Background: an optimization exercise with open tools, aiming at small area, a short achievable clock period and few clock cycles per item. Do not read the settings as production practice.
The RTL was checked by simulation tests, not by an equivalence proof against the original design.
Power and IR drop assume default switching activity.

$ cat design/flow/design.v
module tfc (
    input  wire        clk,
    input  wire        rst,
    input  wire        cmd_valid,
    output wire        cmd_ready,
    input  wire [15:0] cmd_hdr,
    input  wire [63:0] cmd_data,
    output reg         resp_valid,
    output reg  [63:0] resp_data,
    output reg  [2:0]  resp_status,
    output reg         mem_req,
    output reg         mem_we,
    output reg  [10:0] mem_addr,
    output reg  [15:0] mem_wdata,
    input  wire        mem_gnt,
    input  wire        mem_rvalid,
    input  wire [15:0] mem_rdata
);
    localparam [6:0] WIDTH      = 7'd80;
    localparam [4:0] INIT_ROW   = 5'd1;
    localparam [4:0] BOTTOM_ROW = 5'd24;
    localparam [7:0] INIT_COLOR = 8'h0F;
    localparam [7:0] NEWLINE    = 8'h0A;
    localparam [7:0] SUBST      = 8'hFE;
    localparam [7:0] BLANK      = 8'h20;
    localparam [2:0] ST_OK       = 3'd0;
    localparam [2:0] ST_RESERVED = 3'd1;
    localparam [2:0] ST_ACCESS   = 3'd2;
    localparam [3:0] S_IDLE   = 4'd0,
                     S_DECODE = 4'd1,
                     S_PUTW   = 4'd2,    
                     S_SRD    = 4'd3,    
                     S_SWAIT  = 4'd4,    
                     S_SWR    = 4'd5,    
                     S_CLR    = 4'd6,    
                     S_RRD    = 4'd7,    
                     S_RWAIT  = 4'd8,    
                     S_RESP   = 4'd9;
    reg [3:0]  state;
    reg [6:0]  col;
    reg [4:0]  row;
    reg [7:0]  color;
    reg        wlock;
    reg [15:0] hdr_q;
    reg [7:0]  byte_q;
    reg [7:0]  ch_q;         
    reg        put_after;    
    reg [4:0]  sr;           
    reg [6:0]  sc;           
    reg [15:0] cell_q;       
    function [10:0] cell_index;
        input [4:0] r;
        input [6:0] c;
        begin
            cell_index = r * WIDTH + c;
        end
    endfunction
    assign cmd_ready = (state == S_IDLE);
    wire        h_wr   = hdr_q[15];
    wire [2:0]  h_blk  = hdr_q[14:12];
    wire [11:0] h_addr = hdr_q[11:0];
    wire is_newline   = (byte_q == NEWLINE);
    wire is_printable = (byte_q >= 8'h20) && (byte_q <= 8'h7E);
    wire [7:0] glyph  = is_printable ? byte_q : SUBST;
    always @(*) begin
        mem_req   = 1'b0;
        mem_we    = 1'b0;
        mem_addr  = 11'd0;
        mem_wdata = 16'd0;
        case (state)
            S_PUTW: begin
                mem_req   = 1'b1;
                mem_we    = 1'b1;
                mem_addr  = cell_index(row, col);
                mem_wdata = {color, ch_q};
            end
            S_SRD: begin
                mem_req   = 1'b1;
                mem_addr  = cell_index(sr, sc);
            end
            S_SWR: begin
                mem_req   = 1'b1;
                mem_we    = 1'b1;
                mem_addr  = cell_index(sr - 5'd1, sc);
                mem_wdata = cell_q;
            end
            S_CLR: begin
                mem_req   = 1'b1;
                mem_we    = 1'b1;
                mem_addr  = cell_index(BOTTOM_ROW, sc);
                mem_wdata = {color, BLANK};
            end
            S_RRD: begin
                mem_req   = 1'b1;
                mem_addr  = h_addr[10:0];
            end
            default: ;
        endcase
    end
    always @(posedge clk) begin
        if (rst) begin
            state       <= S_IDLE;
            col         <= 7'd0;
            row         <= INIT_ROW;
            color       <= INIT_COLOR;
            wlock       <= 1'b0;
            hdr_q       <= 16'd0;
            byte_q      <= 8'd0;
            ch_q        <= 8'd0;
            put_after   <= 1'b0;
            sr          <= 5'd0;
            sc          <= 7'd0;
            cell_q      <= 16'd0;
            resp_valid  <= 1'b0;
            resp_data   <= 64'd0;
            resp_status <= ST_OK;
        end else begin
            resp_valid <= 1'b0;
            case (state)
                S_IDLE: begin
                    if (cmd_valid) begin
                        hdr_q  <= cmd_hdr;
                        byte_q <= cmd_data[7:0];
                        state  <= S_DECODE;
                    end
                end
                S_DECODE: begin
                    resp_data   <= 64'd0;
                    resp_status <= ST_OK;
                    state       <= S_RESP;
                    case (h_blk)
                        3'd0: begin
                            case (h_addr)
                                12'h000: begin
                                    if (!h_wr) begin
                                        resp_status <= ST_ACCESS;
                                    end else if (is_newline) begin
                                        col <= 7'd0;
                                        if (row < BOTTOM_ROW) begin
                                            row <= row + 5'd1;
                                        end else begin
                                            put_after <= 1'b0;
                                            sr        <= INIT_ROW + 5'd1;
                                            sc        <= 7'd0;
                                            state     <= S_SRD;
                                        end
                                    end else begin
                                        ch_q <= glyph;
                                        if (col >= WIDTH) begin
                                            col <= 7'd0;
                                            if (row < BOTTOM_ROW) begin
                                                row   <= row + 5'd1;
                                                state <= S_PUTW;
                                            end else begin
                                                put_after <= 1'b1;
                                                sr        <= INIT_ROW + 5'd1;
                                                sc        <= 7'd0;
                                                state     <= S_SRD;
                                            end
                                        end else begin
                                            state <= S_PUTW;
                                        end
                                    end
                                end
                                12'h001: begin
                                    if (h_wr) color <= byte_q;
                                    else      resp_data <= {56'd0, color};
                                end
                                12'h002: begin
                                    if (h_wr) resp_status <= ST_ACCESS;
                                    else      resp_data <= {51'd0, row, 1'b0, col};
                                end
                                12'h003: begin
                                    if (h_wr) begin
                                        wlock <= 1'b0;
                                    end else begin
                                        resp_data <= {63'd0, wlock};
                                        wlock     <= 1'b1;
                                    end
                                end
                                default: resp_status <= ST_RESERVED;
                            endcase
                        end
                        3'd4: begin
                            if (h_wr)
                                resp_status <= ST_ACCESS;
                            else if (h_addr >= 12'd2000)
                                resp_status <= ST_RESERVED;
                            else
                                state <= S_RRD;
                        end
                        default: resp_status <= ST_RESERVED;
                    endcase
                end
                S_PUTW: begin
                    if (mem_gnt) begin
                        col   <= col + 7'd1;
                        state <= S_RESP;
                    end
                end
                S_SRD: begin
                    if (mem_gnt) state <= S_SWAIT;
                end
                S_SWAIT: begin
                    if (mem_rvalid) begin
                        cell_q <= mem_rdata;
                        state  <= S_SWR;
                    end
                end
                S_SWR: begin
                    if (mem_gnt) begin
                        if (sc == WIDTH - 7'd1) begin
                            sc <= 7'd0;
                            if (sr == BOTTOM_ROW) begin
                                state <= S_CLR;
                            end else begin
                                sr    <= sr + 5'd1;
                                state <= S_SRD;
                            end
                        end else begin
                            sc    <= sc + 7'd1;
                            state <= S_SRD;
                        end
                    end
                end
                S_CLR: begin
                    if (mem_gnt) begin
                        if (sc == WIDTH - 7'd1) begin
                            sc    <= 7'd0;
                            state <= put_after ? S_PUTW : S_RESP;
                        end else begin
                            sc <= sc + 7'd1;
                        end
                    end
                end
                S_RRD: begin
                    if (mem_gnt) state <= S_RWAIT;
                end
                S_RWAIT: begin
                    if (mem_rvalid) begin
                        resp_data <= {48'd0, mem_rdata};
                        state     <= S_RESP;
                    end
                end
                S_RESP: begin
                    resp_valid <= 1'b1;
                    state      <= S_IDLE;
                end
                default: state <= S_IDLE;
            endcase
        end
    end
endmodule
$ cat design/flow/config.mk
export PLATFORM = sky130hd
export DESIGN_NAME = tfc
export DESIGN_NICKNAME = tfc
export VERILOG_FILES = /design/flow/design.v
export SDC_FILE = /design/flow/constraint.sdc
export NUM_CORES = 4
export LEC_CHECK = 0
export CAP_MARGIN = 20
export CORE_MARGIN = 2
export CORE_UTILIZATION = 40
export SLEW_MARGIN = 20
$ cat design/flow/run.sh
#!/bin/bash
# synth_recipe.tcl (not shown) runs the flow's synth.tcl, then flattens the netlist and writes it again
# the make line also repeats each setting of config.mk as NAME=value (left out here)
make -C /OpenROAD-flow-scripts/flow DESIGN_CONFIG=/design/flow/config.mk WORK_HOME=/design/flow/orfs CLKGATE_MAP_FILE= SYNTH_SCRIPT=/design/flow/synth_recipe.tcl finish
$ cat design/flow/constraint.sdc
create_clock -name core_clock -period 6.0 [get_ports {clk}]
set_input_delay 1.2000 -clock core_clock [delete_from_list [all_inputs] [get_ports {clk}]]
set_output_delay 1.2000 -clock core_clock [all_outputs]
set_load 0.01 [all_outputs]
==> flow_summary.json <==
{
  "run_status": "finished clean",
  "via_count": 5933,
  "nets": 1019,
  "globalRouteOverflowTotal": 0,
  "critical-path-slowest-cell": "clkdlybuf4s50_1",
  "tightest_slew_ns": 1.05,
  "die-area_um2": 17400,
  "crit_top_cell": "inv_1",
  "async_reset_ff_share_pct": 0,
  "synth.cell_area_um2": 6530,
  "crit_path_launch": "sr[0]$_SDFFE_PP0P_",
  "vdd_drop_max_v": 0.000228,
  "grt_pass1_vias": 5365,
  "antenna_cells": 0,
  "cpLargestDelayFamily": "adder cells",
  "drt_wl_total_um": 18300,
  "clkSlewWorstSetupHoldPaths_ns": 0.08,
  "crit_chain": "inv_1 > ha_1 > nor3b_1 > xnor2_1 > inv_1 > ha_1 > inv_1 > fa_1 > mux2i_1 > nor3b_1 > xnor2_1 > o221ai_1 > clkdlybuf4s50_1",
  "initial_antenna_violation_count": 0,
  "area.growth.synth_to_final_pct": 18.8,
  "tns_ns": 0,
  "critPathRequiredTime_ns": 4.80,
  "largest_net_degree_at_the_start_of_global_routing": 60,
  "die_w_um": 132,
  "avgRoutedWirePerCell_um": 16.6,
  "p_leak_uw": 0.00290,
  "hold_path_startpoint": "resp_data[13]$_SDFFE_PP0P_",
  "cts.root.buffer_cell": "clkbuf_16",
  "period_minus_slack_ns": 5.22,
  "fp.coreArea_um2": 15900,
  "slowest_delay_ns": 0.59,
  "cts_tree": "built",
  "synth-edff-count": 0,
  "crit_path_end_kind": "output port",
  "power.total_uw": 2350,
  "top_level_ports": 199,
  "hpwl_detailed_um": 13600,
  "worstSetupPathType": "reg2out",
  "pwr_density_cell_nw_per_um2": 303,
  "drtIter0Drc": 585,
  "syn_area_per_cell_um2": 8.02,
  "place_inst": 1086,
  "reg2reg_setup_slack_ns": 2.92,
  "first_pass_iters": 5,
  "yosys_warns": 1,
  "timing.final.setup_violations": 0,
  "min_path_type": "reg2reg",
  "clock_path_buffers": 2,
  "drcViolationCount": 0,
  "final_common_cell": "nand2_1",
  "layout.filler_cells": 1643,
  "ant_nets": 0,
  "clock_sinks": 105,
  "setup_repair_after_global_routing_missed_its_margin": "no",
  "cts_hold_repair.buffers": 0,
  "numCtsBuffers": 9,
  "syn_inst": 814,
  "clock_latency_ns": 0.36,
  "fin_worst_skew_ns": 0.00901,
  "synth.yosys.seq_area_share_pct": 32.2,
  "die_y_um": 132,
  "worst_ep_arrival_time_ns": 4.02,
  "final_cells": 1102,
  "placement.io_buffers": 93,
  "synthDominantCellAreaShare_pct": 32.2,
  "max-cap-violations": 0,
  "layout_common_cells": "nand2_1, dfxtp_1, clkdlybuf4s50_1",
  "gp_congestion": 0.849,
  "path_max_fanout": 7,
  "initial_utilization_pct": 40.9,
  "cts_setup_buffers": 0,
  "finalHoldViolCount": 0,
  "netlist.top_cell.by_area": "dfxtp_1",
  "finalMaxSlewViolations": 0,
  "postSynthRegisterBits": 105,
  "final_critical_path_share_of_the_clock_period_pct": 87.0,
  "cts_max_level": 3,
  "post_synth_main_area_contributors": "dfxtp_1, nand2_1, ha_1",
  "proportion_of_layout_cells_with_a_drive_suffix_above_1_pct": 5.30,
  "postSynth.topFlopCell": "dfxtp_1",
  "grt_pass1_wl_um": 29300,
  "fmax_ghz": 0.192,
  "grt_usage_pct": 20.9,
  "cp_num_buf_inv": 4,
  "rows": 46,
  "synth.distinct_cells": 72,
  "crit_path_start_kind": "flip-flop",
  "vias_per_cell": 5.38,
  "worst_slew_margin_rel_pct": 30.1,
  "worstReg2RegStart": "state[2]$_SDFFE_PP0P_",
  "resized_cells_post_cts": 0
}
cells in the mapped netlist, drive strengths merged, types with 7 or more instances:
cell type / n
a211oi: 12
a21o: 7
a21oi: 74
a221oi: 14
a22o: 21
buf: 55
clkbuf: 42
dfxtp: 105
ha: 32
inv: 35
mux2i: 18
nand2: 119
nand2b: 8
nand3: 19
nor2: 51
nor3: 24
nor3b: 7
nor4: 9
o21ai: 32
xnor2: 11
xor2: 7
stage by stage:
step / setup WS, ns / hold WS, ns / utilization, % / instance area, um2
2_1_floorplan: 1.88 / 0.437 / - / 6710
3_3_place_gp: 1.16 / 0.441 / 46.7 / 7440
3_5_place_dp: 1.13 / 0.449 / 46.7 / 7440
4_1_cts: 0.737 / 0.461 / 48.6 / 7750
5_1_grt: 0.483 / 0.480 / 48.6 / 7750
6_report: 0.782 / 0.458 / 48.6 / 7750
sequential cells by signal, summed over array words and instances, names as in the netlist:
name         count
cell_q          16
ch_q             8
col              7
sc               7
row              5
color            8
sr               5
state            4
byte_q           8
resp_valid       1
wlock            1
resp_status      2
put_after        1
resp_data       16
hdr_q           16
worst min-delay path, stage by stage (launching register included):
cell and delay [ns]:
dfxtp_1 0.32, nand2_1 0.05, a21oi_1 0.05
layout make-up:
type                       count  area (um2)  share of cell area (%)
multi-input combinational    625        3920                    50.6
sequential                   105        2100                    27.1
timing repair buffer         105        1020                    13.1
tap                          216         270                    3.49
clock buffer                   9         225                    2.90
inverter                      35         131                    1.69
clock inverter                 7        86.3                    1.11
logic make-up after synthesis:
family                     Yosys count  share of synthesized area (%)
muxes                               22                           3.45
xor gates and xnor gates            19                           2.76
adders and majority gates           37                           7.67
and+or+nand+nor                    282                           21.2
other                                1                         0.0575
DFF                                105                           32.2
AOI/OAI and AO/OA                  216                           22.2
buffers and inverters              132                           10.4
per-layer routing:
| metal | GRT usage [%] | wire length (um) | vias to the layer above |
|---|---|---|---|
| li1 | - | - | 2952 |
| met1 | 31.7 | 9160 | 2758 |
| met2 | 29.7 | 7730 | 197 |
| met3 | 3.92 | 1110 | 26 |
| met4 | 6.10 | 331 | 0 |
| met5 | 0 | 0 | - |
path summary, 6_finish.rpt:
check,to,cells past startpoint
hold / removal,resp_data[13]$_SDFFE_PP0P_,2
setup / recovery,mem_addr[9],13
hold reg to reg,resp_data[13]$_SDFFE_PP0P_,2
setup reg to reg,color[3]$_SDFFE_PP1P_,6
power breakdown:
group	internal (uW)	leakage (uW)	switching, uW
sequential	791	0.000852	86.5
clock	332	0.000154	292
combinational	334	0.00190	511
total	1460	0.00290	889
Testbench counts, summed over its fixed seeds: cycles 1,020,949, items 14,608.

## separate check: timing with driven ports
No port has a modelled driver above. Below, the same layout with a new extraction and two added sets of constraints.
Step 1 assumes that a clkbuf_16 drives the clock port and a buf_2 every other input.
Step 2 also shifts input and output timing later by t, the mid clock arrival at the registers, as if the neighbouring blocks saw the same clock.
Slacks: ideal ports / drivers / drivers and shift; pairs: ideal ports / drivers.
shift t [ns]: 0.397
setup slack, ns: 0.782 / 0.739 / 1.136
hold slack, ns: 0.458 / 0.458 / 0.458
latest minus earliest clock arrival (ns): 0.010 / 0.010
After both steps this run still meets setup and hold. The setup slack of this run moves by -0.043 ns with the drivers and by +0.354 ns with both steps.
